Source: an optimization exercise on an open RTL-to-GDS flow (aim: small area, a short achievable clock period and few clock cycles per item). Production flows keep margins and buffers that such runs may drop.
Function was checked by simulation only, so behaviour that the tests miss may differ from the original.
No activity file was given, so power comes from the tool's default toggle rates.

===== flow/design.v =====
module sc_reduce (
    input  wire         clk,
    input  wire         rst,
    input  wire         in_valid,
    output wire         in_ready,
    input  wire [255:0] in_data,
    output wire         out_valid,
    input  wire         out_ready,
    output wire [255:0] out_data
);
    reg         v;       
    reg         lk;      
    reg         nb;      
    reg [252:0] r;       
    reg         rb;      
    wire [3:0]   h  = in_data[255:252];
    wire [128:0] xl = in_data[128:0];
    wire [122:0] xu = in_data[251:129];
    wire         sel = lk & nb;          
    wire [3:0]   hq = h - {3'b000, sel};
    reg  [128:0] t;      
    always @(*) begin
        case (hq)
            4'd0: t = 129'h0;
            4'd1: t = 129'h14def9dea2f79cd65812631a5cf5d3ed;
            4'd2: t = 129'h29bdf3bd45ef39acb024c634b9eba7da;
            4'd3: t = 129'h3e9ced9be8e6d6830837294f16e17bc7;
            4'd4: t = 129'h537be77a8bde735960498c6973d74fb4;
            4'd5: t = 129'h685ae1592ed6102fb85bef83d0cd23a1;
            4'd6: t = 129'h7d39db37d1cdad06106e529e2dc2f78e;
            4'd7: t = 129'h9218d51674c549dc6880b5b88ab8cb7b;
            4'd8: t = 129'ha6f7cef517bce6b2c09318d2e7ae9f68;
            4'd9: t = 129'hbbd6c8d3bab4838918a57bed44a47355;
            4'd10: t = 129'hd0b5c2b25dac205f70b7df07a19a4742;
            4'd11: t = 129'he594bc9100a3bd35c8ca4221fe901b2f;
            4'd12: t = 129'hfa73b66fa39b5a0c20dca53c5b85ef1c;
            4'd13: t = 129'h10f52b04e4692f6e278ef0856b87bc309;
            4'd14: t = 129'h12431aa2ce98a93b8d1016b71157196f6;
            4'd15: t = 129'h13910a40b8c82308f2913ce8b72676ae3;
            default: t = 129'h0;
        endcase
    end
    wire [128:0] d_g;
    wire [128:0] d_k;
    assign d_g = xl & ~t;   
    assign d_k = ~(xl ^ t);  
    wire d_G0_0 = d_g[3] | d_k[3] & (d_g[2] | d_k[2] & (d_g[1] | d_k[1] & (d_g[0])));
    wire d_P0_0 = d_k[3] & d_k[2] & d_k[1] & d_k[0];
    wire d_G1_0 = d_g[7] | d_k[7] & (d_g[6] | d_k[6] & (d_g[5] | d_k[5] & (d_g[4])));
    wire d_P1_0 = d_k[7] & d_k[6] & d_k[5] & d_k[4];
    wire d_G2_0 = d_g[11] | d_k[11] & (d_g[10] | d_k[10] & (d_g[9] | d_k[9] & (d_g[8])));
    wire d_P2_0 = d_k[11] & d_k[10] & d_k[9] & d_k[8];
    wire d_G3_0 = d_g[15] | d_k[15] & (d_g[14] | d_k[14] & (d_g[13] | d_k[13] & (d_g[12])));
    wire d_P3_0 = d_k[15] & d_k[14] & d_k[13] & d_k[12];
    wire d_G4_0 = d_g[19] | d_k[19] & (d_g[18] | d_k[18] & (d_g[17] | d_k[17] & (d_g[16])));
    wire d_P4_0 = d_k[19] & d_k[18] & d_k[17] & d_k[16];
    wire d_G5_0 = d_g[23] | d_k[23] & (d_g[22] | d_k[22] & (d_g[21] | d_k[21] & (d_g[20])));
    wire d_P5_0 = d_k[23] & d_k[22] & d_k[21] & d_k[20];
    wire d_G6_0 = d_g[27] | d_k[27] & (d_g[26] | d_k[26] & (d_g[25] | d_k[25] & (d_g[24])));
    wire d_P6_0 = d_k[27] & d_k[26] & d_k[25] & d_k[24];
    wire d_G7_0 = d_g[31] | d_k[31] & (d_g[30] | d_k[30] & (d_g[29] | d_k[29] & (d_g[28])));
    wire d_P7_0 = d_k[31] & d_k[30] & d_k[29] & d_k[28];
    wire d_G8_0 = d_g[35] | d_k[35] & (d_g[34] | d_k[34] & (d_g[33] | d_k[33] & (d_g[32])));
    wire d_P8_0 = d_k[35] & d_k[34] & d_k[33] & d_k[32];
    wire d_G9_0 = d_g[39] | d_k[39] & (d_g[38] | d_k[38] & (d_g[37] | d_k[37] & (d_g[36])));
    wire d_P9_0 = d_k[39] & d_k[38] & d_k[37] & d_k[36];
    wire d_G10_0 = d_g[43] | d_k[43] & (d_g[42] | d_k[42] & (d_g[41] | d_k[41] & (d_g[40])));
    wire d_P10_0 = d_k[43] & d_k[42] & d_k[41] & d_k[40];
    wire d_G11_0 = d_g[47] | d_k[47] & (d_g[46] | d_k[46] & (d_g[45] | d_k[45] & (d_g[44])));
    wire d_P11_0 = d_k[47] & d_k[46] & d_k[45] & d_k[44];
    wire d_G12_0 = d_g[51] | d_k[51] & (d_g[50] | d_k[50] & (d_g[49] | d_k[49] & (d_g[48])));
    wire d_P12_0 = d_k[51] & d_k[50] & d_k[49] & d_k[48];
    wire d_G13_0 = d_g[55] | d_k[55] & (d_g[54] | d_k[54] & (d_g[53] | d_k[53] & (d_g[52])));
    wire d_P13_0 = d_k[55] & d_k[54] & d_k[53] & d_k[52];
    wire d_G14_0 = d_g[59] | d_k[59] & (d_g[58] | d_k[58] & (d_g[57] | d_k[57] & (d_g[56])));
    wire d_P14_0 = d_k[59] & d_k[58] & d_k[57] & d_k[56];
    wire d_G15_0 = d_g[63] | d_k[63] & (d_g[62] | d_k[62] & (d_g[61] | d_k[61] & (d_g[60])));
    wire d_P15_0 = d_k[63] & d_k[62] & d_k[61] & d_k[60];
    wire d_G16_0 = d_g[67] | d_k[67] & (d_g[66] | d_k[66] & (d_g[65] | d_k[65] & (d_g[64])));
    wire d_P16_0 = d_k[67] & d_k[66] & d_k[65] & d_k[64];
    wire d_G17_0 = d_g[71] | d_k[71] & (d_g[70] | d_k[70] & (d_g[69] | d_k[69] & (d_g[68])));
    wire d_P17_0 = d_k[71] & d_k[70] & d_k[69] & d_k[68];
    wire d_G18_0 = d_g[75] | d_k[75] & (d_g[74] | d_k[74] & (d_g[73] | d_k[73] & (d_g[72])));
    wire d_P18_0 = d_k[75] & d_k[74] & d_k[73] & d_k[72];
    wire d_G19_0 = d_g[79] | d_k[79] & (d_g[78] | d_k[78] & (d_g[77] | d_k[77] & (d_g[76])));
    wire d_P19_0 = d_k[79] & d_k[78] & d_k[77] & d_k[76];
    wire d_G20_0 = d_g[83] | d_k[83] & (d_g[82] | d_k[82] & (d_g[81] | d_k[81] & (d_g[80])));
    wire d_P20_0 = d_k[83] & d_k[82] & d_k[81] & d_k[80];
    wire d_G21_0 = d_g[87] | d_k[87] & (d_g[86] | d_k[86] & (d_g[85] | d_k[85] & (d_g[84])));
    wire d_P21_0 = d_k[87] & d_k[86] & d_k[85] & d_k[84];
    wire d_G22_0 = d_g[91] | d_k[91] & (d_g[90] | d_k[90] & (d_g[89] | d_k[89] & (d_g[88])));
    wire d_P22_0 = d_k[91] & d_k[90] & d_k[89] & d_k[88];
    wire d_G23_0 = d_g[95] | d_k[95] & (d_g[94] | d_k[94] & (d_g[93] | d_k[93] & (d_g[92])));
    wire d_P23_0 = d_k[95] & d_k[94] & d_k[93] & d_k[92];
    wire d_G24_0 = d_g[99] | d_k[99] & (d_g[98] | d_k[98] & (d_g[97] | d_k[97] & (d_g[96])));
    wire d_P24_0 = d_k[99] & d_k[98] & d_k[97] & d_k[96];
    wire d_G25_0 = d_g[103] | d_k[103] & (d_g[102] | d_k[102] & (d_g[101] | d_k[101] & (d_g[100])));
    wire d_P25_0 = d_k[103] & d_k[102] & d_k[101] & d_k[100];
    wire d_G26_0 = d_g[107] | d_k[107] & (d_g[106] | d_k[106] & (d_g[105] | d_k[105] & (d_g[104])));
    wire d_P26_0 = d_k[107] & d_k[106] & d_k[105] & d_k[104];
    wire d_G27_0 = d_g[111] | d_k[111] & (d_g[110] | d_k[110] & (d_g[109] | d_k[109] & (d_g[108])));
    wire d_P27_0 = d_k[111] & d_k[110] & d_k[109] & d_k[108];
    wire d_G28_0 = d_g[115] | d_k[115] & (d_g[114] | d_k[114] & (d_g[113] | d_k[113] & (d_g[112])));
    wire d_P28_0 = d_k[115] & d_k[114] & d_k[113] & d_k[112];
    wire d_G29_0 = d_g[119] | d_k[119] & (d_g[118] | d_k[118] & (d_g[117] | d_k[117] & (d_g[116])));
    wire d_P29_0 = d_k[119] & d_k[118] & d_k[117] & d_k[116];
    wire d_G30_0 = d_g[123] | d_k[123] & (d_g[122] | d_k[122] & (d_g[121] | d_k[121] & (d_g[120])));
    wire d_P30_0 = d_k[123] & d_k[122] & d_k[121] & d_k[120];
    wire d_G31_0 = d_g[127] | d_k[127] & (d_g[126] | d_k[126] & (d_g[125] | d_k[125] & (d_g[124])));
    wire d_P31_0 = d_k[127] & d_k[126] & d_k[125] & d_k[124];
    wire d_G32_0 = d_g[128];
    wire d_P32_0 = d_k[128];
    wire d_C0 = d_G0_0 | d_P0_0;
    wire d_G1_1 = d_G1_0 | d_P1_0 & d_C0;
    wire d_G3_2 = d_G3_0 | d_P3_0 & d_G2_0;
    wire d_P3_2 = d_P3_0 & d_P2_0;
    wire d_G5_3 = d_G5_0 | d_P5_0 & d_G4_0;
    wire d_P5_3 = d_P5_0 & d_P4_0;
    wire d_G7_4 = d_G7_0 | d_P7_0 & d_G6_0;
    wire d_P7_4 = d_P7_0 & d_P6_0;
    wire d_G9_5 = d_G9_0 | d_P9_0 & d_G8_0;
    wire d_P9_5 = d_P9_0 & d_P8_0;
    wire d_G11_6 = d_G11_0 | d_P11_0 & d_G10_0;
    wire d_P11_6 = d_P11_0 & d_P10_0;
    wire d_G13_7 = d_G13_0 | d_P13_0 & d_G12_0;
    wire d_P13_7 = d_P13_0 & d_P12_0;
    wire d_G15_8 = d_G15_0 | d_P15_0 & d_G14_0;
    wire d_P15_8 = d_P15_0 & d_P14_0;
    wire d_G17_9 = d_G17_0 | d_P17_0 & d_G16_0;
    wire d_P17_9 = d_P17_0 & d_P16_0;
    wire d_G19_10 = d_G19_0 | d_P19_0 & d_G18_0;
    wire d_P19_10 = d_P19_0 & d_P18_0;
    wire d_G21_11 = d_G21_0 | d_P21_0 & d_G20_0;
    wire d_P21_11 = d_P21_0 & d_P20_0;
    wire d_G23_12 = d_G23_0 | d_P23_0 & d_G22_0;
    wire d_P23_12 = d_P23_0 & d_P22_0;
    wire d_G25_13 = d_G25_0 | d_P25_0 & d_G24_0;
    wire d_P25_13 = d_P25_0 & d_P24_0;
    wire d_G27_14 = d_G27_0 | d_P27_0 & d_G26_0;
    wire d_P27_14 = d_P27_0 & d_P26_0;
    wire d_G29_15 = d_G29_0 | d_P29_0 & d_G28_0;
    wire d_P29_15 = d_P29_0 & d_P28_0;
    wire d_G31_16 = d_G31_0 | d_P31_0 & d_G30_0;
    wire d_P31_16 = d_P31_0 & d_P30_0;
    wire d_G2_17 = d_G2_0 | d_P2_0 & d_G1_1;
    wire d_G3_18 = d_G3_2 | d_P3_2 & d_G1_1;
    wire d_G6_19 = d_G6_0 | d_P6_0 & d_G5_3;
    wire d_P6_19 = d_P6_0 & d_P5_3;
    wire d_G7_20 = d_G7_4 | d_P7_4 & d_G5_3;
    wire d_P7_20 = d_P7_4 & d_P5_3;
    wire d_G10_21 = d_G10_0 | d_P10_0 & d_G9_5;
    wire d_P10_21 = d_P10_0 & d_P9_5;
    wire d_G11_22 = d_G11_6 | d_P11_6 & d_G9_5;
    wire d_P11_22 = d_P11_6 & d_P9_5;
    wire d_G14_23 = d_G14_0 | d_P14_0 & d_G13_7;
    wire d_P14_23 = d_P14_0 & d_P13_7;
    wire d_G15_24 = d_G15_8 | d_P15_8 & d_G13_7;
    wire d_P15_24 = d_P15_8 & d_P13_7;
    wire d_G18_25 = d_G18_0 | d_P18_0 & d_G17_9;
    wire d_P18_25 = d_P18_0 & d_P17_9;
    wire d_G19_26 = d_G19_10 | d_P19_10 & d_G17_9;
    wire d_P19_26 = d_P19_10 & d_P17_9;
    wire d_G22_27 = d_G22_0 | d_P22_0 & d_G21_11;
    wire d_P22_27 = d_P22_0 & d_P21_11;
    wire d_G23_28 = d_G23_12 | d_P23_12 & d_G21_11;
    wire d_P23_28 = d_P23_12 & d_P21_11;
    wire d_G26_29 = d_G26_0 | d_P26_0 & d_G25_13;
    wire d_P26_29 = d_P26_0 & d_P25_13;
    wire d_G27_30 = d_G27_14 | d_P27_14 & d_G25_13;
    wire d_P27_30 = d_P27_14 & d_P25_13;
    wire d_G30_31 = d_G30_0 | d_P30_0 & d_G29_15;
    wire d_P30_31 = d_P30_0 & d_P29_15;
    wire d_G31_32 = d_G31_16 | d_P31_16 & d_G29_15;
    wire d_P31_32 = d_P31_16 & d_P29_15;
    wire d_G4_33 = d_G4_0 | d_P4_0 & d_G3_18;
    wire d_G5_34 = d_G5_3 | d_P5_3 & d_G3_18;
    wire d_G6_35 = d_G6_19 | d_P6_19 & d_G3_18;
    wire d_G7_36 = d_G7_20 | d_P7_20 & d_G3_18;
    wire d_G12_37 = d_G12_0 | d_P12_0 & d_G11_22;
    wire d_P12_37 = d_P12_0 & d_P11_22;
    wire d_G13_38 = d_G13_7 | d_P13_7 & d_G11_22;
    wire d_P13_38 = d_P13_7 & d_P11_22;
    wire d_G14_39 = d_G14_23 | d_P14_23 & d_G11_22;
    wire d_P14_39 = d_P14_23 & d_P11_22;
    wire d_G15_40 = d_G15_24 | d_P15_24 & d_G11_22;
    wire d_P15_40 = d_P15_24 & d_P11_22;
    wire d_G20_41 = d_G20_0 | d_P20_0 & d_G19_26;
    wire d_P20_41 = d_P20_0 & d_P19_26;
    wire d_G21_42 = d_G21_11 | d_P21_11 & d_G19_26;
    wire d_P21_42 = d_P21_11 & d_P19_26;
    wire d_G22_43 = d_G22_27 | d_P22_27 & d_G19_26;
    wire d_P22_43 = d_P22_27 & d_P19_26;
    wire d_G23_44 = d_G23_28 | d_P23_28 & d_G19_26;
    wire d_P23_44 = d_P23_28 & d_P19_26;
    wire d_G28_45 = d_G28_0 | d_P28_0 & d_G27_30;
    wire d_P28_45 = d_P28_0 & d_P27_30;
    wire d_G29_46 = d_G29_15 | d_P29_15 & d_G27_30;
    wire d_P29_46 = d_P29_15 & d_P27_30;
    wire d_G30_47 = d_G30_31 | d_P30_31 & d_G27_30;
    wire d_P30_47 = d_P30_31 & d_P27_30;
    wire d_G31_48 = d_G31_32 | d_P31_32 & d_G27_30;
    wire d_P31_48 = d_P31_32 & d_P27_30;
    wire d_G8_49 = d_G8_0 | d_P8_0 & d_G7_36;
    wire d_G9_50 = d_G9_5 | d_P9_5 & d_G7_36;
    wire d_G10_51 = d_G10_21 | d_P10_21 & d_G7_36;
    wire d_G11_52 = d_G11_22 | d_P11_22 & d_G7_36;
    wire d_G12_53 = d_G12_37 | d_P12_37 & d_G7_36;
    wire d_G13_54 = d_G13_38 | d_P13_38 & d_G7_36;
    wire d_G14_55 = d_G14_39 | d_P14_39 & d_G7_36;
    wire d_G15_56 = d_G15_40 | d_P15_40 & d_G7_36;
    wire d_G24_57 = d_G24_0 | d_P24_0 & d_G23_44;
    wire d_P24_57 = d_P24_0 & d_P23_44;
    wire d_G25_58 = d_G25_13 | d_P25_13 & d_G23_44;
    wire d_P25_58 = d_P25_13 & d_P23_44;
    wire d_G26_59 = d_G26_29 | d_P26_29 & d_G23_44;
    wire d_P26_59 = d_P26_29 & d_P23_44;
    wire d_G27_60 = d_G27_30 | d_P27_30 & d_G23_44;
    wire d_P27_60 = d_P27_30 & d_P23_44;
    wire d_G28_61 = d_G28_45 | d_P28_45 & d_G23_44;
    wire d_P28_61 = d_P28_45 & d_P23_44;
    wire d_G29_62 = d_G29_46 | d_P29_46 & d_G23_44;
    wire d_P29_62 = d_P29_46 & d_P23_44;
    wire d_G30_63 = d_G30_47 | d_P30_47 & d_G23_44;
    wire d_P30_63 = d_P30_47 & d_P23_44;
    wire d_G31_64 = d_G31_48 | d_P31_48 & d_G23_44;
    wire d_P31_64 = d_P31_48 & d_P23_44;
    wire d_G16_65 = d_G16_0 | d_P16_0 & d_G15_56;
    wire d_G17_66 = d_G17_9 | d_P17_9 & d_G15_56;
    wire d_G18_67 = d_G18_25 | d_P18_25 & d_G15_56;
    wire d_G19_68 = d_G19_26 | d_P19_26 & d_G15_56;
    wire d_G20_69 = d_G20_41 | d_P20_41 & d_G15_56;
    wire d_G21_70 = d_G21_42 | d_P21_42 & d_G15_56;
    wire d_G22_71 = d_G22_43 | d_P22_43 & d_G15_56;
    wire d_G23_72 = d_G23_44 | d_P23_44 & d_G15_56;
    wire d_G24_73 = d_G24_57 | d_P24_57 & d_G15_56;
    wire d_G25_74 = d_G25_58 | d_P25_58 & d_G15_56;
    wire d_G26_75 = d_G26_59 | d_P26_59 & d_G15_56;
    wire d_G27_76 = d_G27_60 | d_P27_60 & d_G15_56;
    wire d_G28_77 = d_G28_61 | d_P28_61 & d_G15_56;
    wire d_G29_78 = d_G29_62 | d_P29_62 & d_G15_56;
    wire d_G30_79 = d_G30_63 | d_P30_63 & d_G15_56;
    wire d_G31_80 = d_G31_64 | d_P31_64 & d_G15_56;
    wire d_G32_81 = d_G32_0 | d_P32_0 & d_G31_80;
    wire [129:0] d_c;
    assign d_c[0] = 1'b1;
    assign d_c[1] = d_g[0] | (d_k[0]) & 1'b1;
    assign d_c[2] = d_g[1] | d_k[1] & (d_g[0]) | (d_k[1] & d_k[0]) & 1'b1;
    assign d_c[3] = d_g[2] | d_k[2] & (d_g[1] | d_k[1] & (d_g[0])) | (d_k[2] & d_k[1] & d_k[0]) & 1'b1;
    assign d_c[4] = d_C0;
    assign d_c[5] = d_g[4] | (d_k[4]) & d_C0;
    assign d_c[6] = d_g[5] | d_k[5] & (d_g[4]) | (d_k[5] & d_k[4]) & d_C0;
    assign d_c[7] = d_g[6] | d_k[6] & (d_g[5] | d_k[5] & (d_g[4])) | (d_k[6] & d_k[5] & d_k[4]) & d_C0;
    assign d_c[8] = d_G1_1;
    assign d_c[9] = d_g[8] | (d_k[8]) & d_G1_1;
    assign d_c[10] = d_g[9] | d_k[9] & (d_g[8]) | (d_k[9] & d_k[8]) & d_G1_1;
    assign d_c[11] = d_g[10] | d_k[10] & (d_g[9] | d_k[9] & (d_g[8])) | (d_k[10] & d_k[9] & d_k[8]) & d_G1_1;
    assign d_c[12] = d_G2_17;
    assign d_c[13] = d_g[12] | (d_k[12]) & d_G2_17;
    assign d_c[14] = d_g[13] | d_k[13] & (d_g[12]) | (d_k[13] & d_k[12]) & d_G2_17;
    assign d_c[15] = d_g[14] | d_k[14] & (d_g[13] | d_k[13] & (d_g[12])) | (d_k[14] & d_k[13] & d_k[12]) & d_G2_17;
    assign d_c[16] = d_G3_18;
    assign d_c[17] = d_g[16] | (d_k[16]) & d_G3_18;
    assign d_c[18] = d_g[17] | d_k[17] & (d_g[16]) | (d_k[17] & d_k[16]) & d_G3_18;
    assign d_c[19] = d_g[18] | d_k[18] & (d_g[17] | d_k[17] & (d_g[16])) | (d_k[18] & d_k[17] & d_k[16]) & d_G3_18;
    assign d_c[20] = d_G4_33;
    assign d_c[21] = d_g[20] | (d_k[20]) & d_G4_33;
    assign d_c[22] = d_g[21] | d_k[21] & (d_g[20]) | (d_k[21] & d_k[20]) & d_G4_33;
    assign d_c[23] = d_g[22] | d_k[22] & (d_g[21] | d_k[21] & (d_g[20])) | (d_k[22] & d_k[21] & d_k[20]) & d_G4_33;
    assign d_c[24] = d_G5_34;
    assign d_c[25] = d_g[24] | (d_k[24]) & d_G5_34;
    assign d_c[26] = d_g[25] | d_k[25] & (d_g[24]) | (d_k[25] & d_k[24]) & d_G5_34;
    assign d_c[27] = d_g[26] | d_k[26] & (d_g[25] | d_k[25] & (d_g[24])) | (d_k[26] & d_k[25] & d_k[24]) & d_G5_34;
    assign d_c[28] = d_G6_35;
    assign d_c[29] = d_g[28] | (d_k[28]) & d_G6_35;
    assign d_c[30] = d_g[29] | d_k[29] & (d_g[28]) | (d_k[29] & d_k[28]) & d_G6_35;
    assign d_c[31] = d_g[30] | d_k[30] & (d_g[29] | d_k[29] & (d_g[28])) | (d_k[30] & d_k[29] & d_k[28]) & d_G6_35;
    assign d_c[32] = d_G7_36;
    assign d_c[33] = d_g[32] | (d_k[32]) & d_G7_36;
    assign d_c[34] = d_g[33] | d_k[33] & (d_g[32]) | (d_k[33] & d_k[32]) & d_G7_36;
    assign d_c[35] = d_g[34] | d_k[34] & (d_g[33] | d_k[33] & (d_g[32])) | (d_k[34] & d_k[33] & d_k[32]) & d_G7_36;
    assign d_c[36] = d_G8_49;
    assign d_c[37] = d_g[36] | (d_k[36]) & d_G8_49;
    assign d_c[38] = d_g[37] | d_k[37] & (d_g[36]) | (d_k[37] & d_k[36]) & d_G8_49;
    assign d_c[39] = d_g[38] | d_k[38] & (d_g[37] | d_k[37] & (d_g[36])) | (d_k[38] & d_k[37] & d_k[36]) & d_G8_49;
    assign d_c[40] = d_G9_50;
    assign d_c[41] = d_g[40] | (d_k[40]) & d_G9_50;
    assign d_c[42] = d_g[41] | d_k[41] & (d_g[40]) | (d_k[41] & d_k[40]) & d_G9_50;
    assign d_c[43] = d_g[42] | d_k[42] & (d_g[41] | d_k[41] & (d_g[40])) | (d_k[42] & d_k[41] & d_k[40]) & d_G9_50;
    assign d_c[44] = d_G10_51;
    assign d_c[45] = d_g[44] | (d_k[44]) & d_G10_51;
    assign d_c[46] = d_g[45] | d_k[45] & (d_g[44]) | (d_k[45] & d_k[44]) & d_G10_51;
    assign d_c[47] = d_g[46] | d_k[46] & (d_g[45] | d_k[45] & (d_g[44])) | (d_k[46] & d_k[45] & d_k[44]) & d_G10_51;
    assign d_c[48] = d_G11_52;
    assign d_c[49] = d_g[48] | (d_k[48]) & d_G11_52;
    assign d_c[50] = d_g[49] | d_k[49] & (d_g[48]) | (d_k[49] & d_k[48]) & d_G11_52;
    assign d_c[51] = d_g[50] | d_k[50] & (d_g[49] | d_k[49] & (d_g[48])) | (d_k[50] & d_k[49] & d_k[48]) & d_G11_52;
    assign d_c[52] = d_G12_53;
    assign d_c[53] = d_g[52] | (d_k[52]) & d_G12_53;
    assign d_c[54] = d_g[53] | d_k[53] & (d_g[52]) | (d_k[53] & d_k[52]) & d_G12_53;
    assign d_c[55] = d_g[54] | d_k[54] & (d_g[53] | d_k[53] & (d_g[52])) | (d_k[54] & d_k[53] & d_k[52]) & d_G12_53;
    assign d_c[56] = d_G13_54;
    assign d_c[57] = d_g[56] | (d_k[56]) & d_G13_54;
    assign d_c[58] = d_g[57] | d_k[57] & (d_g[56]) | (d_k[57] & d_k[56]) & d_G13_54;
    assign d_c[59] = d_g[58] | d_k[58] & (d_g[57] | d_k[57] & (d_g[56])) | (d_k[58] & d_k[57] & d_k[56]) & d_G13_54;
    assign d_c[60] = d_G14_55;
    assign d_c[61] = d_g[60] | (d_k[60]) & d_G14_55;
    assign d_c[62] = d_g[61] | d_k[61] & (d_g[60]) | (d_k[61] & d_k[60]) & d_G14_55;
    assign d_c[63] = d_g[62] | d_k[62] & (d_g[61] | d_k[61] & (d_g[60])) | (d_k[62] & d_k[61] & d_k[60]) & d_G14_55;
    assign d_c[64] = d_G15_56;
    assign d_c[65] = d_g[64] | (d_k[64]) & d_G15_56;
    assign d_c[66] = d_g[65] | d_k[65] & (d_g[64]) | (d_k[65] & d_k[64]) & d_G15_56;
    assign d_c[67] = d_g[66] | d_k[66] & (d_g[65] | d_k[65] & (d_g[64])) | (d_k[66] & d_k[65] & d_k[64]) & d_G15_56;
    assign d_c[68] = d_G16_65;
    assign d_c[69] = d_g[68] | (d_k[68]) & d_G16_65;
    assign d_c[70] = d_g[69] | d_k[69] & (d_g[68]) | (d_k[69] & d_k[68]) & d_G16_65;
    assign d_c[71] = d_g[70] | d_k[70] & (d_g[69] | d_k[69] & (d_g[68])) | (d_k[70] & d_k[69] & d_k[68]) & d_G16_65;
    assign d_c[72] = d_G17_66;
    assign d_c[73] = d_g[72] | (d_k[72]) & d_G17_66;
    assign d_c[74] = d_g[73] | d_k[73] & (d_g[72]) | (d_k[73] & d_k[72]) & d_G17_66;
    assign d_c[75] = d_g[74] | d_k[74] & (d_g[73] | d_k[73] & (d_g[72])) | (d_k[74] & d_k[73] & d_k[72]) & d_G17_66;
    assign d_c[76] = d_G18_67;
    assign d_c[77] = d_g[76] | (d_k[76]) & d_G18_67;
    assign d_c[78] = d_g[77] | d_k[77] & (d_g[76]) | (d_k[77] & d_k[76]) & d_G18_67;
    assign d_c[79] = d_g[78] | d_k[78] & (d_g[77] | d_k[77] & (d_g[76])) | (d_k[78] & d_k[77] & d_k[76]) & d_G18_67;
    assign d_c[80] = d_G19_68;
    assign d_c[81] = d_g[80] | (d_k[80]) & d_G19_68;
    assign d_c[82] = d_g[81] | d_k[81] & (d_g[80]) | (d_k[81] & d_k[80]) & d_G19_68;
    assign d_c[83] = d_g[82] | d_k[82] & (d_g[81] | d_k[81] & (d_g[80])) | (d_k[82] & d_k[81] & d_k[80]) & d_G19_68;
    assign d_c[84] = d_G20_69;
    assign d_c[85] = d_g[84] | (d_k[84]) & d_G20_69;
    assign d_c[86] = d_g[85] | d_k[85] & (d_g[84]) | (d_k[85] & d_k[84]) & d_G20_69;
    assign d_c[87] = d_g[86] | d_k[86] & (d_g[85] | d_k[85] & (d_g[84])) | (d_k[86] & d_k[85] & d_k[84]) & d_G20_69;
    assign d_c[88] = d_G21_70;
    assign d_c[89] = d_g[88] | (d_k[88]) & d_G21_70;
    assign d_c[90] = d_g[89] | d_k[89] & (d_g[88]) | (d_k[89] & d_k[88]) & d_G21_70;
    assign d_c[91] = d_g[90] | d_k[90] & (d_g[89] | d_k[89] & (d_g[88])) | (d_k[90] & d_k[89] & d_k[88]) & d_G21_70;
    assign d_c[92] = d_G22_71;
    assign d_c[93] = d_g[92] | (d_k[92]) & d_G22_71;
    assign d_c[94] = d_g[93] | d_k[93] & (d_g[92]) | (d_k[93] & d_k[92]) & d_G22_71;
    assign d_c[95] = d_g[94] | d_k[94] & (d_g[93] | d_k[93] & (d_g[92])) | (d_k[94] & d_k[93] & d_k[92]) & d_G22_71;
    assign d_c[96] = d_G23_72;
    assign d_c[97] = d_g[96] | (d_k[96]) & d_G23_72;
    assign d_c[98] = d_g[97] | d_k[97] & (d_g[96]) | (d_k[97] & d_k[96]) & d_G23_72;
    assign d_c[99] = d_g[98] | d_k[98] & (d_g[97] | d_k[97] & (d_g[96])) | (d_k[98] & d_k[97] & d_k[96]) & d_G23_72;
    assign d_c[100] = d_G24_73;
    assign d_c[101] = d_g[100] | (d_k[100]) & d_G24_73;
    assign d_c[102] = d_g[101] | d_k[101] & (d_g[100]) | (d_k[101] & d_k[100]) & d_G24_73;
    assign d_c[103] = d_g[102] | d_k[102] & (d_g[101] | d_k[101] & (d_g[100])) | (d_k[102] & d_k[101] & d_k[100]) & d_G24_73;
    assign d_c[104] = d_G25_74;
    assign d_c[105] = d_g[104] | (d_k[104]) & d_G25_74;
    assign d_c[106] = d_g[105] | d_k[105] & (d_g[104]) | (d_k[105] & d_k[104]) & d_G25_74;
    assign d_c[107] = d_g[106] | d_k[106] & (d_g[105] | d_k[105] & (d_g[104])) | (d_k[106] & d_k[105] & d_k[104]) & d_G25_74;
    assign d_c[108] = d_G26_75;
    assign d_c[109] = d_g[108] | (d_k[108]) & d_G26_75;
    assign d_c[110] = d_g[109] | d_k[109] & (d_g[108]) | (d_k[109] & d_k[108]) & d_G26_75;
    assign d_c[111] = d_g[110] | d_k[110] & (d_g[109] | d_k[109] & (d_g[108])) | (d_k[110] & d_k[109] & d_k[108]) & d_G26_75;
    assign d_c[112] = d_G27_76;
    assign d_c[113] = d_g[112] | (d_k[112]) & d_G27_76;
    assign d_c[114] = d_g[113] | d_k[113] & (d_g[112]) | (d_k[113] & d_k[112]) & d_G27_76;
    assign d_c[115] = d_g[114] | d_k[114] & (d_g[113] | d_k[113] & (d_g[112])) | (d_k[114] & d_k[113] & d_k[112]) & d_G27_76;
    assign d_c[116] = d_G28_77;
    assign d_c[117] = d_g[116] | (d_k[116]) & d_G28_77;
    assign d_c[118] = d_g[117] | d_k[117] & (d_g[116]) | (d_k[117] & d_k[116]) & d_G28_77;
    assign d_c[119] = d_g[118] | d_k[118] & (d_g[117] | d_k[117] & (d_g[116])) | (d_k[118] & d_k[117] & d_k[116]) & d_G28_77;
    assign d_c[120] = d_G29_78;
    assign d_c[121] = d_g[120] | (d_k[120]) & d_G29_78;
    assign d_c[122] = d_g[121] | d_k[121] & (d_g[120]) | (d_k[121] & d_k[120]) & d_G29_78;
    assign d_c[123] = d_g[122] | d_k[122] & (d_g[121] | d_k[121] & (d_g[120])) | (d_k[122] & d_k[121] & d_k[120]) & d_G29_78;
    assign d_c[124] = d_G30_79;
    assign d_c[125] = d_g[124] | (d_k[124]) & d_G30_79;
    assign d_c[126] = d_g[125] | d_k[125] & (d_g[124]) | (d_k[125] & d_k[124]) & d_G30_79;
    assign d_c[127] = d_g[126] | d_k[126] & (d_g[125] | d_k[125] & (d_g[124])) | (d_k[126] & d_k[125] & d_k[124]) & d_G30_79;
    assign d_c[128] = d_G31_80;
    assign d_c[129] = d_G32_81;
    wire [128:0] d_s = d_k ^ d_c[128:0];
    wire d_bo = ~d_c[129];
    wire adv = ~v | out_ready;
    wire xu_zero;
    sc_reduce_rdy u_rdy (.out_ready(out_ready), .v(v), .lk(lk), .xu(xu),
                         .in_ready(in_ready), .xu_zero(xu_zero));
    wire [122:0] ru_dec;
    sc_reduce_dec u_dec (.u(r[251:129]), .b(rb), .y(ru_dec));
    assign out_valid = v;
    assign out_data  = {3'b000, r[252], ru_dec, r[128:0]};
    always @(posedge clk) begin
        if (rst)
            v <= 1'b0;
        else if (adv)
            v <= in_valid & in_ready;
        if (rst)
            lk <= 1'b0;
        else if (in_valid & in_ready)
            lk <= 1'b0;
        else if (in_valid & xu_zero & ~lk) begin
            lk <= 1'b1;
            nb <= d_bo;
        end
        if (adv) begin
            r  <= {sel & ~d_bo, xu, d_s};
            rb <= d_bo;
        end
    end
endmodule
module sc_reduce_rdy (
    input  wire         out_ready,
    input  wire         v,
    input  wire         lk,
    input  wire [122:0] xu,
    output wire         in_ready,
    output wire         xu_zero
);
    assign xu_zero  = ~|xu;
    assign in_ready = (~v | out_ready) & (~xu_zero | lk);
endmodule
module sc_reduce_dec (
    input  wire [122:0] u,
    input  wire         b,
    output wire [122:0] y
);
    wire [122:0] ru = u;
    wire [123:0] u_z;
    assign u_z[0] = 1'b1;
    wire u_B0_0 = ~|ru[3:0];
    wire u_B1_0 = ~|ru[7:4];
    wire u_B2_0 = ~|ru[11:8];
    wire u_B3_0 = ~|ru[15:12];
    wire u_B4_0 = ~|ru[19:16];
    wire u_B5_0 = ~|ru[23:20];
    wire u_B6_0 = ~|ru[27:24];
    wire u_B7_0 = ~|ru[31:28];
    wire u_B8_0 = ~|ru[35:32];
    wire u_B9_0 = ~|ru[39:36];
    wire u_B10_0 = ~|ru[43:40];
    wire u_B11_0 = ~|ru[47:44];
    wire u_B12_0 = ~|ru[51:48];
    wire u_B13_0 = ~|ru[55:52];
    wire u_B14_0 = ~|ru[59:56];
    wire u_B15_0 = ~|ru[63:60];
    wire u_B16_0 = ~|ru[67:64];
    wire u_B17_0 = ~|ru[71:68];
    wire u_B18_0 = ~|ru[75:72];
    wire u_B19_0 = ~|ru[79:76];
    wire u_B20_0 = ~|ru[83:80];
    wire u_B21_0 = ~|ru[87:84];
    wire u_B22_0 = ~|ru[91:88];
    wire u_B23_0 = ~|ru[95:92];
    wire u_B24_0 = ~|ru[99:96];
    wire u_B25_0 = ~|ru[103:100];
    wire u_B26_0 = ~|ru[107:104];
    wire u_B27_0 = ~|ru[111:108];
    wire u_B28_0 = ~|ru[115:112];
    wire u_B29_0 = ~|ru[119:116];
    wire u_B30_0 = ~|ru[122:120];
    wire u_B1_1 = u_B1_0 & u_B0_0;
    wire u_B3_1 = u_B3_0 & u_B2_0;
    wire u_B5_1 = u_B5_0 & u_B4_0;
    wire u_B7_1 = u_B7_0 & u_B6_0;
    wire u_B9_1 = u_B9_0 & u_B8_0;
    wire u_B11_1 = u_B11_0 & u_B10_0;
    wire u_B13_1 = u_B13_0 & u_B12_0;
    wire u_B15_1 = u_B15_0 & u_B14_0;
    wire u_B17_1 = u_B17_0 & u_B16_0;
    wire u_B19_1 = u_B19_0 & u_B18_0;
    wire u_B21_1 = u_B21_0 & u_B20_0;
    wire u_B23_1 = u_B23_0 & u_B22_0;
    wire u_B25_1 = u_B25_0 & u_B24_0;
    wire u_B27_1 = u_B27_0 & u_B26_0;
    wire u_B29_1 = u_B29_0 & u_B28_0;
    wire u_B2_2 = u_B2_0 & u_B1_1;
    wire u_B3_2 = u_B3_1 & u_B1_1;
    wire u_B6_2 = u_B6_0 & u_B5_1;
    wire u_B7_2 = u_B7_1 & u_B5_1;
    wire u_B10_2 = u_B10_0 & u_B9_1;
    wire u_B11_2 = u_B11_1 & u_B9_1;
    wire u_B14_2 = u_B14_0 & u_B13_1;
    wire u_B15_2 = u_B15_1 & u_B13_1;
    wire u_B18_2 = u_B18_0 & u_B17_1;
    wire u_B19_2 = u_B19_1 & u_B17_1;
    wire u_B22_2 = u_B22_0 & u_B21_1;
    wire u_B23_2 = u_B23_1 & u_B21_1;
    wire u_B26_2 = u_B26_0 & u_B25_1;
    wire u_B27_2 = u_B27_1 & u_B25_1;
    wire u_B30_2 = u_B30_0 & u_B29_1;
    wire u_B4_3 = u_B4_0 & u_B3_2;
    wire u_B5_3 = u_B5_1 & u_B3_2;
    wire u_B6_3 = u_B6_2 & u_B3_2;
    wire u_B7_3 = u_B7_2 & u_B3_2;
    wire u_B12_3 = u_B12_0 & u_B11_2;
    wire u_B13_3 = u_B13_1 & u_B11_2;
    wire u_B14_3 = u_B14_2 & u_B11_2;
    wire u_B15_3 = u_B15_2 & u_B11_2;
    wire u_B20_3 = u_B20_0 & u_B19_2;
    wire u_B21_3 = u_B21_1 & u_B19_2;
    wire u_B22_3 = u_B22_2 & u_B19_2;
    wire u_B23_3 = u_B23_2 & u_B19_2;
    wire u_B28_3 = u_B28_0 & u_B27_2;
    wire u_B29_3 = u_B29_1 & u_B27_2;
    wire u_B30_3 = u_B30_2 & u_B27_2;
    wire u_B8_4 = u_B8_0 & u_B7_3;
    wire u_B9_4 = u_B9_1 & u_B7_3;
    wire u_B10_4 = u_B10_2 & u_B7_3;
    wire u_B11_4 = u_B11_2 & u_B7_3;
    wire u_B12_4 = u_B12_3 & u_B7_3;
    wire u_B13_4 = u_B13_3 & u_B7_3;
    wire u_B14_4 = u_B14_3 & u_B7_3;
    wire u_B15_4 = u_B15_3 & u_B7_3;
    wire u_B24_4 = u_B24_0 & u_B23_3;
    wire u_B25_4 = u_B25_1 & u_B23_3;
    wire u_B26_4 = u_B26_2 & u_B23_3;
    wire u_B27_4 = u_B27_2 & u_B23_3;
    wire u_B28_4 = u_B28_3 & u_B23_3;
    wire u_B29_4 = u_B29_3 & u_B23_3;
    wire u_B30_4 = u_B30_3 & u_B23_3;
    wire u_B16_5 = u_B16_0 & u_B15_4;
    wire u_B17_5 = u_B17_1 & u_B15_4;
    wire u_B18_5 = u_B18_2 & u_B15_4;
    wire u_B19_5 = u_B19_2 & u_B15_4;
    wire u_B20_5 = u_B20_3 & u_B15_4;
    wire u_B21_5 = u_B21_3 & u_B15_4;
    wire u_B22_5 = u_B22_3 & u_B15_4;
    wire u_B23_5 = u_B23_3 & u_B15_4;
    wire u_B24_5 = u_B24_4 & u_B15_4;
    wire u_B25_5 = u_B25_4 & u_B15_4;
    wire u_B26_5 = u_B26_4 & u_B15_4;
    wire u_B27_5 = u_B27_4 & u_B15_4;
    wire u_B28_5 = u_B28_4 & u_B15_4;
    wire u_B29_5 = u_B29_4 & u_B15_4;
    wire u_B30_5 = u_B30_4 & u_B15_4;
    assign u_z[1] = ~|ru[0:0];
    assign u_z[2] = ~|ru[1:0];
    assign u_z[3] = ~|ru[2:0];
    assign u_z[4] = u_B0_0;
    assign u_z[5] = u_B0_0 & ~|ru[4:4];
    assign u_z[6] = u_B0_0 & ~|ru[5:4];
    assign u_z[7] = u_B0_0 & ~|ru[6:4];
    assign u_z[8] = u_B1_1;
    assign u_z[9] = u_B1_1 & ~|ru[8:8];
    assign u_z[10] = u_B1_1 & ~|ru[9:8];
    assign u_z[11] = u_B1_1 & ~|ru[10:8];
    assign u_z[12] = u_B2_2;
    assign u_z[13] = u_B2_2 & ~|ru[12:12];
    assign u_z[14] = u_B2_2 & ~|ru[13:12];
    assign u_z[15] = u_B2_2 & ~|ru[14:12];
    assign u_z[16] = u_B3_2;
    assign u_z[17] = u_B3_2 & ~|ru[16:16];
    assign u_z[18] = u_B3_2 & ~|ru[17:16];
    assign u_z[19] = u_B3_2 & ~|ru[18:16];
    assign u_z[20] = u_B4_3;
    assign u_z[21] = u_B4_3 & ~|ru[20:20];
    assign u_z[22] = u_B4_3 & ~|ru[21:20];
    assign u_z[23] = u_B4_3 & ~|ru[22:20];
    assign u_z[24] = u_B5_3;
    assign u_z[25] = u_B5_3 & ~|ru[24:24];
    assign u_z[26] = u_B5_3 & ~|ru[25:24];
    assign u_z[27] = u_B5_3 & ~|ru[26:24];
    assign u_z[28] = u_B6_3;
    assign u_z[29] = u_B6_3 & ~|ru[28:28];
    assign u_z[30] = u_B6_3 & ~|ru[29:28];
    assign u_z[31] = u_B6_3 & ~|ru[30:28];
    assign u_z[32] = u_B7_3;
    assign u_z[33] = u_B7_3 & ~|ru[32:32];
    assign u_z[34] = u_B7_3 & ~|ru[33:32];
    assign u_z[35] = u_B7_3 & ~|ru[34:32];
    assign u_z[36] = u_B8_4;
    assign u_z[37] = u_B8_4 & ~|ru[36:36];
    assign u_z[38] = u_B8_4 & ~|ru[37:36];
    assign u_z[39] = u_B8_4 & ~|ru[38:36];
    assign u_z[40] = u_B9_4;
    assign u_z[41] = u_B9_4 & ~|ru[40:40];
    assign u_z[42] = u_B9_4 & ~|ru[41:40];
    assign u_z[43] = u_B9_4 & ~|ru[42:40];
    assign u_z[44] = u_B10_4;
    assign u_z[45] = u_B10_4 & ~|ru[44:44];
    assign u_z[46] = u_B10_4 & ~|ru[45:44];
    assign u_z[47] = u_B10_4 & ~|ru[46:44];
    assign u_z[48] = u_B11_4;
    assign u_z[49] = u_B11_4 & ~|ru[48:48];
    assign u_z[50] = u_B11_4 & ~|ru[49:48];
    assign u_z[51] = u_B11_4 & ~|ru[50:48];
    assign u_z[52] = u_B12_4;
    assign u_z[53] = u_B12_4 & ~|ru[52:52];
    assign u_z[54] = u_B12_4 & ~|ru[53:52];
    assign u_z[55] = u_B12_4 & ~|ru[54:52];
    assign u_z[56] = u_B13_4;
    assign u_z[57] = u_B13_4 & ~|ru[56:56];
    assign u_z[58] = u_B13_4 & ~|ru[57:56];
    assign u_z[59] = u_B13_4 & ~|ru[58:56];
    assign u_z[60] = u_B14_4;
    assign u_z[61] = u_B14_4 & ~|ru[60:60];
    assign u_z[62] = u_B14_4 & ~|ru[61:60];
    assign u_z[63] = u_B14_4 & ~|ru[62:60];
    assign u_z[64] = u_B15_4;
    assign u_z[65] = u_B15_4 & ~|ru[64:64];
    assign u_z[66] = u_B15_4 & ~|ru[65:64];
    assign u_z[67] = u_B15_4 & ~|ru[66:64];
    assign u_z[68] = u_B16_5;
    assign u_z[69] = u_B16_5 & ~|ru[68:68];
    assign u_z[70] = u_B16_5 & ~|ru[69:68];
    assign u_z[71] = u_B16_5 & ~|ru[70:68];
    assign u_z[72] = u_B17_5;
    assign u_z[73] = u_B17_5 & ~|ru[72:72];
    assign u_z[74] = u_B17_5 & ~|ru[73:72];
    assign u_z[75] = u_B17_5 & ~|ru[74:72];
    assign u_z[76] = u_B18_5;
    assign u_z[77] = u_B18_5 & ~|ru[76:76];
    assign u_z[78] = u_B18_5 & ~|ru[77:76];
    assign u_z[79] = u_B18_5 & ~|ru[78:76];
    assign u_z[80] = u_B19_5;
    assign u_z[81] = u_B19_5 & ~|ru[80:80];
    assign u_z[82] = u_B19_5 & ~|ru[81:80];
    assign u_z[83] = u_B19_5 & ~|ru[82:80];
    assign u_z[84] = u_B20_5;
    assign u_z[85] = u_B20_5 & ~|ru[84:84];
    assign u_z[86] = u_B20_5 & ~|ru[85:84];
    assign u_z[87] = u_B20_5 & ~|ru[86:84];
    assign u_z[88] = u_B21_5;
    assign u_z[89] = u_B21_5 & ~|ru[88:88];
    assign u_z[90] = u_B21_5 & ~|ru[89:88];
    assign u_z[91] = u_B21_5 & ~|ru[90:88];
    assign u_z[92] = u_B22_5;
    assign u_z[93] = u_B22_5 & ~|ru[92:92];
    assign u_z[94] = u_B22_5 & ~|ru[93:92];
    assign u_z[95] = u_B22_5 & ~|ru[94:92];
    assign u_z[96] = u_B23_5;
    assign u_z[97] = u_B23_5 & ~|ru[96:96];
    assign u_z[98] = u_B23_5 & ~|ru[97:96];
    assign u_z[99] = u_B23_5 & ~|ru[98:96];
    assign u_z[100] = u_B24_5;
    assign u_z[101] = u_B24_5 & ~|ru[100:100];
    assign u_z[102] = u_B24_5 & ~|ru[101:100];
    assign u_z[103] = u_B24_5 & ~|ru[102:100];
    assign u_z[104] = u_B25_5;
    assign u_z[105] = u_B25_5 & ~|ru[104:104];
    assign u_z[106] = u_B25_5 & ~|ru[105:104];
    assign u_z[107] = u_B25_5 & ~|ru[106:104];
    assign u_z[108] = u_B26_5;
    assign u_z[109] = u_B26_5 & ~|ru[108:108];
    assign u_z[110] = u_B26_5 & ~|ru[109:108];
    assign u_z[111] = u_B26_5 & ~|ru[110:108];
    assign u_z[112] = u_B27_5;
    assign u_z[113] = u_B27_5 & ~|ru[112:112];
    assign u_z[114] = u_B27_5 & ~|ru[113:112];
    assign u_z[115] = u_B27_5 & ~|ru[114:112];
    assign u_z[116] = u_B28_5;
    assign u_z[117] = u_B28_5 & ~|ru[116:116];
    assign u_z[118] = u_B28_5 & ~|ru[117:116];
    assign u_z[119] = u_B28_5 & ~|ru[118:116];
    assign u_z[120] = u_B29_5;
    assign u_z[121] = u_B29_5 & ~|ru[120:120];
    assign u_z[122] = u_B29_5 & ~|ru[121:120];
    assign u_z[123] = u_B30_5;
    assign y = ru ^ ({123{b}} & u_z[122:0]);
endmodule

===== flow/flow/run.sh =====
#!/bin/bash
# Layout flow: the standard layout (standard.sh), with two changes:
#  - synthesis without the full/half-adder extraction (ADDER_MAP_FILE empty),
#    so ABC maps the hand-built prefix adder itself;
#  - port buffers are buf_1 cells.
# Every register, its name and cell type are those of the standard synthesis.
set -euo pipefail
bash standard.sh ADDER_MAP_FILE= \
  'BUFFER_PORTS_ARGS=-buffer_cell sky130_fd_sc_hd__buf_1' \
  finish > flow_make.log 2>&1

===== flow/standard.sh =====
#!/bin/bash
# synth_recipe.tcl (not shown) runs the flow's synth.tcl, then flattens the netlist and writes it again
# the make line also repeats each setting of config.mk as NAME=value (left out here)
make -C /OpenROAD-flow-scripts/flow DESIGN_CONFIG=/design/flow/config.mk WORK_HOME=/design/flow/orfs CLKGATE_MAP_FILE= SYNTH_SCRIPT=/design/flow/synth_recipe.tcl "${@:-finish}"

===== flow/config.mk =====
export PLATFORM = sky130hd
export DESIGN_NAME = sc_reduce
export DESIGN_NICKNAME = sc_reduce
export VERILOG_FILES = /design/flow/design.v
export SDC_FILE = /design/flow/constraint.sdc
export NUM_CORES = 4
export LEC_CHECK = 0
export ABC_AREA = 1
export CAP_MARGIN = 20
export CORE_MARGIN = 2
export CORE_UTILIZATION = 40
export SETUP_SLACK_MARGIN = 5
export SLEW_MARGIN = 20
export SYNTH_HIERARCHICAL = 1

===== flow/constraint.sdc =====
create_clock -name core_clock -period 10.0 [get_ports {clk}]
set_input_delay 2.0000 -clock core_clock [delete_from_list [all_inputs] [get_ports {clk}]]
set_output_delay 2.0000 -clock core_clock [all_outputs]
set_load 0.01 [all_outputs]

==> results of run 1 <==
-- per-module statistics from Yosys, one instance, submodules excluded --
module         flops+latches  cell area, um2  copies in the design  cells
sc_reduce_dec              0            2540                     1    588
sc_reduce_rdy              0             489                     1    125
sc_reduce                257           16300                     1   2073
-- cells by family after synthesis --
kind of cell | after synthesis | synth area share
AOI/OAI and AO/OA | 109 | 0.0326
other | 1 | 0.000194
and+or+nand+nor | 1874 | 0.410
xor gates and xnor gates | 89 | 0.0403
DFF | 257 | 0.398
buffers and inverters | 456 | 0.118
-- per-layer routing --
metal | vias up | global-route usage
met1 | 8974 | 0.311
met5 | - | 0
met2 | 758 | 0.474
li1 | 9640 | -
met3 | 154 | 0.0756
met4 | 22 | 0.0817
-- synth_stat cells (all sizes together), types with 3 or more instances --
library cell,number
a21boi,5
buf,153
edfxtp,255
nor3,40
nor2,313
inv,300
a21oi,42
or2,53
nand2,1205
nand3b,36
xnor2,19
o21ai,43
a21o,9
xor2,70
o21bai,3
nand3,207
nand4,16
-- tightest hold or removal path, cell delays in order, from the launching register on --
cell     delay [ns]
dfxtp_1        0.45
a21oi_2        0.16
nor2_1         0.04
-- timing repair --
action,CTS,global route
hold buffers,0,0
setup buffers,30,29
pin swaps,31,60
setup endpoints to repair,126,147
cloned,3,3
gates resized for setup,91,274
-- state kept, by name (all words and copies together) (netlist names) --
signal	flops
lk	1
nb	1
r	253
rb	1
v	1
-- path summary, 6_finish.rpt --
path                 from        to  slack (ns)  depth (start not counted)
max reg2reg            lk     r[59]        5.94                         25
min reg2reg            lk        lk        0.69                          2
min                    lk        lk        0.69                          2
max          in_data[229]  in_ready        4.92                         10
-- power by group --
| group | internal [mW] | switching (mW) | leakage [nW] |
|---|---|---|---|
| Sequential | 1.39 | 0.0755 | 2.67 |
| Clock | 0.764 | 0.491 | 0.542 |
| Combinational | 0.338 | 0.699 | 8.30 |
-- cell type report --
cell class,count,area [um2]
antenna,2,5.00
clock buffer,39,891
clock inverter,19,218
fill,4808,24000
inverter,302,1160
multi-input combinational,2080,10200
sequential,257,7700
tap,615,769
timing repair buffer,576,2790
timing repair inverter,1,8.76
==> summary.md, run 1 <==
| Metric | Value |
|---|---|
| Final GP Congestion | `0.947` |
| Area share of the largest cell type after synthesis | `0.396` |
| Fmax | `between 150 and 200 MHz` |
| Total GRT Usage | `0.267` |
| Core Area | `47,700 um2` |
| Post-placement cell area | `20,900 um2` |
| Critical-path cell list | `buf_6 -> nor2_2 -> nand2_1 -> nor2_1 -> nand2_1 -> nor2_1 -> nand2_2 -> nor2_4 -> a21oi_2 -> buf_4` |
| Clk sink count | `~260` |
| Crit path buf inv count | `2` |
| Max cap viols | `0` |
| Post-route insts no fill | `3,891` |
| Critical path launch point type | `primary input` |
| Top Family by Delay on Critical Path | `simple AND/OR/NAND/NOR gates` |
| Req. time, crit path | `8.00 ns` |
| Post-route cell area | `between 20,000 and 25,000 um2` |
| WL met3 | `6200 um` |
| Crit path max-delay cell type | `buf_4` |
| Slew Viols, Final | `0` |
| Vias in the first global route | `18.0k` |
| Detail Route Antenna Nets | `0` |
| Largest net degree at the start of global routing | `132` |
| H-tree depth | `2` |
| I/O pin total | `518` |
| Clock Path Buffers | `3` |
| Fin. Hold Viols | `0` |
| Top Metal Used | `met5` |
| Synth Instances | `2,786` |
| DRC | `0` |
| Cell variety after synth | `48` |
| Avg Inst Size Synth | `approximately 6.9 um2` |
| Critical Path AT | `about 3 ns` |
| Hold WC Path Type | `reg2reg` |
| Unrepaired setup endpoints after global routing | `true` |
| Syn-to-layout area delta | `23.1%` |
| Final Setup Violations | `0` |
| Row count | `80` |
| Worst skew pair latency | `0.55 ns` |
| Syn Std Cell Area | `between 15,000 and 20,000 um2` |
| CP endpoint kind | `primary output` |
| Pwr Density | `158 nW/um2` |
| PortBufs | `514` |
| Final Power | `about 3.8 mW` |
| Die X | `224 um` |
| Initial Util | `0.405` |
| 1st-iter DRT viols | `1,367` |
| YS warnings | `7` |
| Setup_tns | `0 ns` |
| CTS Buf Count | `34` |
| Area of the die | `50,100 um2` |
| Top FF cell, synth | `edfxtp_1` |
| Util after Layout | `0.498` |
| Via density | `roughly 5.0` |
| Async SR Flop Fraction | `0` |
| Most frequent cells in the layout | `nand2_1, buf_1, inv_1` |
| Met2 WL post-DR | `~34,000 um` |
| Routed wire length | `70,300 um` |
| First-pass GRT wire length | `101,000 um` |
| Register bit count reported by yosys | `257` |
| Worst-path clk slew | `0.05 ns` |
| Period Utilization, post-route | `0.508` |
| Root buffer selected by CTS | `clkbuf_16` |
| Yosys top cell by area | `edfxtp_1` |
| Wl on met1 | `27,100 um` |
| VDD IR-drop max | `around 0.088 mV` |
| Synth area leaders | `edfxtp_1, nand2_1, nor2_1, inv_1, buf_4` |
| DR vias | `between 15k and 20k` |
| Post-synth EDFFs | `255` |
| Placed Cells incl. Taps | `~3.8k` |
| WL/cell | `18.1 um` |
| Nets | `3,512` |
| Max FO, Critical Path | `2` |
| Ratio of cells with drive above 1 in the final layout | `0.142` |
| Post-synthesis sequential area ratio | `0.398` |
| Highest cell delay on the worst timing path | `roughly 0.15 ns` |
| Pleak | `11.5 nW` |
| Place WS | `roughly 2.5 ns` |
| Worst setup margin | `a little under 5 ns` |
| Worst-margin pin slew | `approximately 1.0 ns` |
| Worst hold slack | `0.693 ns` |
| Initial antenna violation count | `14` |
| Fin crit period | `slightly above 5 ns` |
| Clock Skew | `~0.011 ns` |
| Pre-Repair DR Iteration Count | `6` |
| Gr ovfl total | `0` |
| Crit Path Category | `in2out` |
| Post-DP HPWL | `55,900 um` |
| CTS tree | `yes` |
| Commonest non-fill, non-tap cell in the layout | `nand2_1` |
| Status | `timing/DRC/antenna clean` |
| Slew HR | `0.313` |
| Die H | `approximately 220 um` |
Testbench counts, summed over its fixed seeds: cycles 1,608, values 1,600.
==> run 2: changes to the inputs <==
--- a/flow/design.v
+++ b/flow/design.v
@@ -376,7 +376,7 @@
     wire d_bo = ~d_c[129];
     wire adv = ~v | out_ready;
-    wire xu_zero;
-    sc_reduce_rdy u_rdy (.out_ready(out_ready), .v(v), .lk(lk), .xu(xu),
-                         .in_ready(in_ready), .xu_zero(xu_zero));
+    wire xu_top_zero;                    
+    sc_reduce_rdy u_rdy (.out_ready(out_ready), .v(v), .lk(lk), .xu_top(xu[122:99]),
+                         .in_ready(in_ready), .xu_top_zero(xu_top_zero));
     wire [122:0] ru_dec;
     sc_reduce_dec u_dec (.u(r[251:129]), .b(rb), .y(ru_dec));
@@ -392,7 +392,7 @@
         else if (in_valid & in_ready)
             lk <= 1'b0;
-        else if (in_valid & xu_zero & ~lk) begin
+        else if (in_valid & xu_top_zero & ~lk) begin
             lk <= 1'b1;
-            nb <= d_bo;
+            nb <= d_bo & ~|xu;
         end
         if (adv) begin
@@ -406,10 +406,10 @@
     input  wire         v,
     input  wire         lk,
-    input  wire [122:0] xu,
+    input  wire [23:0]  xu_top,
     output wire         in_ready,
-    output wire         xu_zero
+    output wire         xu_top_zero
 );
-    assign xu_zero  = ~|xu;
-    assign in_ready = (~v | out_ready) & (~xu_zero | lk);
+    assign xu_top_zero = ~|xu_top;
+    assign in_ready    = (~v | out_ready) & (~xu_top_zero | lk);
 endmodule
 module sc_reduce_dec (
--- a/flow/config.mk
+++ b/flow/config.mk
@@ -10,4 +10,6 @@
 export CORE_MARGIN = 2
 export CORE_UTILIZATION = 40
+export CTS_CLUSTER_DIAMETER = 90
+export CTS_CLUSTER_SIZE = 20
 export SETUP_SLACK_MARGIN = 5
 export SLEW_MARGIN = 20
==> run 2 against run 1 <==
- global-route usage is 0.65 points lower
- critical path depth down 2
- hold slack improved by 0.023 ns
- non-clock buffer count decreased by 26
- wire length decreased by 0.84%
- final area decreased by 4.6%
- sequential share of layout area up 1.6 points
- core utilization down 2.3 points
- clock-buffer cell count fell by 16
==> summary.md, run 2 <==
| Metric | Value |
|---|---|
| Status | `timing/DRC/antenna clean` |
| Worst skew pair latency | `0.55 ns (about the same)` |
| Synth area leaders | `edfxtp_1, nand2_1, inv_1, buf_4, nand3_1` |
| Fin. Hold Viols | `0 (unchanged)` |
| Hold Buf Count CTS | `0 (unchanged)` |
| Post-placement cell area | `20,900 um2 (about the same)` |
| Initial antenna violation count | `14 (unchanged)` |
| Vias in the first global route | `17.9k (-0.46%)` |
| CTS tree | `yes` |
| Area share of the largest cell type after synthesis | `0.396 (about the same)` |
| Post-route insts no fill | `3,819 (-1.9%)` |
| VDD IR-drop max | `0.151 mV (+71%)` |
| Critical Path AT | `2.89 ns (-0.19 ns)` |
| Flip-flop count of the largest register after layout | `253 (unchanged)` |
| Clock Path Buffers | `3 (unchanged)` |
| Setup_tns | `0 ns (unchanged)` |
| Initial Util | `0.405 (about the same)` |
| Register bit count reported by yosys | `257 (unchanged)` |
| H-tree depth | `1 (-1)` |
| Root buffer selected by CTS | `clkbuf_16` |
| Ratio of cells with drive above 1 in the final layout | `0.101 (-0.0407)` |
| Clk sink count | `257 (unchanged)` |
| Slew HR | `0.392 (+0.0791)` |
| YS warnings | `7 (unchanged)` |
| Largest net degree at the start of global routing | `134 (+1.5%)` |
| Hold WC Path Type | `reg2reg` |
| Crit path buf inv count | `2 (unchanged)` |
| Final GP Congestion | `0.956 (+0.95%)` |
| Fmax | `205 MHz (+4.0%)` |
| Post-route cell area | `22,700 um2 (-4.6%)` |
| First-pass GRT wire length | `99,800 um (-1.6%)` |
| Fin crit period | `4.89 ns (-0.193 ns)` |
| PortBufs | `514 (unchanged)` |
| Top-count cell post-synth | `nand2_1` |
| Total GRT Usage | `0.260 (-0.00654)` |
| Top Family by Delay on Critical Path | `simple AND/OR/NAND/NOR gates` |
| DR vias | `19.3k (-1.3%)` |
| Req. time, crit path | `8.00 ns (about the same)` |
| Detail Route Antenna Nets | `0 (unchanged)` |
| Pleak | `10.8 nW (-5.8%)` |
| Period Utilization, post-route | `0.489 (-0.0193)` |
| Pre-Repair DR Iteration Count | `7 (+1)` |
| Routed wire length | `69,700 um (-0.84%)` |
| Crit path max-delay cell type | `nor2_2` |
| Worst-path clk slew | `0.07 ns (+0.02 ns)` |
| Gr ovfl total | `0 (unchanged)` |
| Via density | `5.05 (+0.56%)` |
| Number of cells on the critical path | `8 (-2)` |
| Nets | `3,443 (-2.0%)` |
| Row count | `80 (unchanged)` |
| Yosys top cell by area | `edfxtp_1` |
| Crit Path Category | `in2out` |
| Commonest non-fill, non-tap cell in the layout | `nand2_1` |
| DRC | `0 (unchanged)` |
| Async SR Flop Fraction | `0 (unchanged)` |
| Critical path launch point type | `primary input` |
| Largest reg by FF count | `r` |
| Syn Std Cell Area | `19,300 um2 (about the same)` |
| Slew Viols, Final | `0 (unchanged)` |
| Pwr Density | `149 nW/um2 (-5.7%)` |
| Die X | `224 um (about the same)` |
| Post-synth top cells | `nand2_1, inv_1, edfxtp_1` |
| Critical-path cell list | `buf_1 -> nor2_2 -> nand2_1 -> nor2_1 -> nand3_2 -> nor2_1 -> nor2_1 -> clkbuf_2` |
| Max FO, Critical Path | `3 (+1)` |
| Worst path most repeated cell | `nor2_1` |
| Cell variety after synth | `48 (unchanged)` |
| Max cap viols | `0 (unchanged)` |
| WL/cell | `18.3 um (+1.0%)` |
| Placed Cells incl. Taps | `3,739 (-0.72%)` |
| 1st-iter DRT viols | `1,331 (-2.6%)` |
| Final Setup Violations | `0 (unchanged)` |
| Worst Reg-to-Reg Cells | `23 (-8.0%)` |
| Die H | `224 um (about the same)` |
| Post-DP HPWL | `55,600 um (-0.53%)` |
| Area of the die | `50,100 um2 (about the same)` |
| Highest cell delay on the worst timing path | `0.15 ns (about the same)` |
| Synth Instances | `2,758 (-1.0%)` |
| CTS Buf Count | `21 (-38%)` |
| Worst-margin pin slew | `0.912 ns (-0.119 ns)` |
| Core Area | `47,700 um2 (unchanged)` |
| Post-synthesis sequential area ratio | `0.398 (about the same)` |
| Top FF cell, synth | `edfxtp_1` |
| Post-synth EDFFs | `255 (unchanged)` |
| Hold Path Depth | `2 (unchanged)` |
| Syn-to-layout area delta | `17.5%` |
| Unrepaired setup endpoints after global routing | `true` |
| Most frequent cells in the layout | `nand2_1, buf_1, inv_1` |
| Avg Inst Size Synth | `7.00 um2 (+0.98%)` |
| I/O pin total | `518 (unchanged)` |
| Clock Skew | `0.0201 ns (+0.00923 ns)` |
| CP endpoint kind | `primary output` |
-- run 2: layout make-up --
| class | count | area (um2) |
|---|---|---|
| Multi-Input combinational cell | 2034 | 10000 |
| Fill cell | 4924 | 25000 |
| Sequential cell | 257 | 7700 |
| Timing Repair Buffer | 550 | 2290 |
| Antenna cell | 6 | 15.0 |
| Inverter | 319 | 1220 |
| Clock buffer | 23 | 533 |
| Tap cell | 615 | 769 |
| Clock inverter | 15 | 166 |
-- run 2: per-module statistics from Yosys (local to each module, per instance) --
module | times used | flops+latches | cell area [um2]
sc_reduce_dec | 1 | 0 | 2540
sc_reduce | 1 | 257 | 16700
sc_reduce_rdy | 1 | 0 | 103
-- run 2: worst paths after layout --
check	slack (ns)	to	from
worst min-delay path	0.72	lk	lk
worst max-delay path	5.11	in_ready	in_data[229]
worst max register to register	5.95	r[112]	lk
worst min register to register	0.72	lk	lk
-- run 2: through the flow --
step / utilization / hold WS, ns / setup WS, ns / power [mW]
5_1_grt: 0.475 / 0.784 / 4.94 / 3.56
4_1_cts: 0.458 / 0.693 / 4.98 / 3.35
6_report: 0.475 / 0.716 / 5.11 / 3.38
2_1_floorplan: - / 0.547 / 5.25 / 2.22
3_3_place_gp: 0.438 / 0.673 / 3.34 / 2.43
3_5_place_dp: 0.438 / 0.684 / 3.25 / 2.43
-- run 2: worst register-to-register path, cell delays in order, from the launching register on --
cell	delay (ns)
dfxtp_1	0.60
nand2_2	0.18
nor2_4	0.26
nand2_4	0.14
nand2_1	0.10
nand2_2	0.11
buf_12	0.19
nand2_2	0.18
nand2_4	0.17
or2_2	0.33
nand3_1	0.11
nand3_1	0.07
nand2_1	0.09
o21ai_1	0.07
nor2_2	0.15
nand2_2	0.12
nand2_2	0.13
nand2_8	0.08
nand2_8	0.14
nand2_8	0.11
nand2_1	0.10
nand2_2	0.08
buf_4	0.15
xor2_1	0.13
-- run 2: cells by family after synthesis --
| kind of cell | share of synthesized area |
|---|---|
| buffers and inverters | 0.122 |
| and+or+nand+nor | 0.412 |
| other | 0.000194 |
| AOI/OAI and AO/OA | 0.0313 |
| xor gates and xnor gates | 0.0354 |
| DFF | 0.398 |
-- run 2: repair_timing --
| item | 4_1_cts | 5_1_grt |
|---|---|---|
| pin swaps | 4 | 25 |
| resized for setup | 40 | 136 |
| setup buffers | 9 | 21 |
| endpoints found under the setup margin | 126 | 118 |
| gates cloned | 0 | 5 |
-- run 2: where the power goes --
group	internal, mW	switching [mW]
Clock	0.434	0.459
Combinational	0.322	0.695
Sequential	1.39	0.0850
Total	2.14	1.24
-- run 2: layer usage --
metal | GRT usage | part of all wire
met3 | 0.0577 | 0.081
met1 | 0.314 | 0.40
met5 | 0 | 0.0011
met4 | 0.0854 | 0.037
met2 | 0.460 | 0.48
Testbench counts of run 2, summed over its fixed seeds: cycles 1,608, values 1,600.

afterwards: timing with drivers on the ports:
The results above use ideal ports. As a check the final layouts listed here were re-extracted and re-timed, cells and wires unchanged.
Step 1: set_driving_cell puts a clkbuf_16 on clk and a buf_2 on each other input, an assumption about the parent block.
Step 2 adds t to the input delays and takes it off the output delays; t is the mean of the earliest and latest rising clock arrival at the registers after step 1. Input paths then give back, and output paths get back, about the clock's delay inside the block.
Three values: ideal ports, drivers, drivers and shift; two values: the first two.
| run | t, ns | setup WS [ns] | hold WS [ns] | clock arrival spread, ns | cell pins on the clock port's net |
|---|---|---|---|---|---|
| run 1 | 0.597 | 4.918 / 4.876 / 4.365 | 0.693 / 0.693 / 0.693 | 0.017 / 0.017 | 1 |
| run 2 | 0.595 | 5.112 / 5.072 / 4.597 | 0.716 / 0.716 / 0.716 | 0.025 / 0.025 | 1 |
After both steps setup and hold are still met in every run listed. For run 1, which loses most, drivers alone change the setup slack by -0.042 ns; drivers and shift together by -0.553 ns.
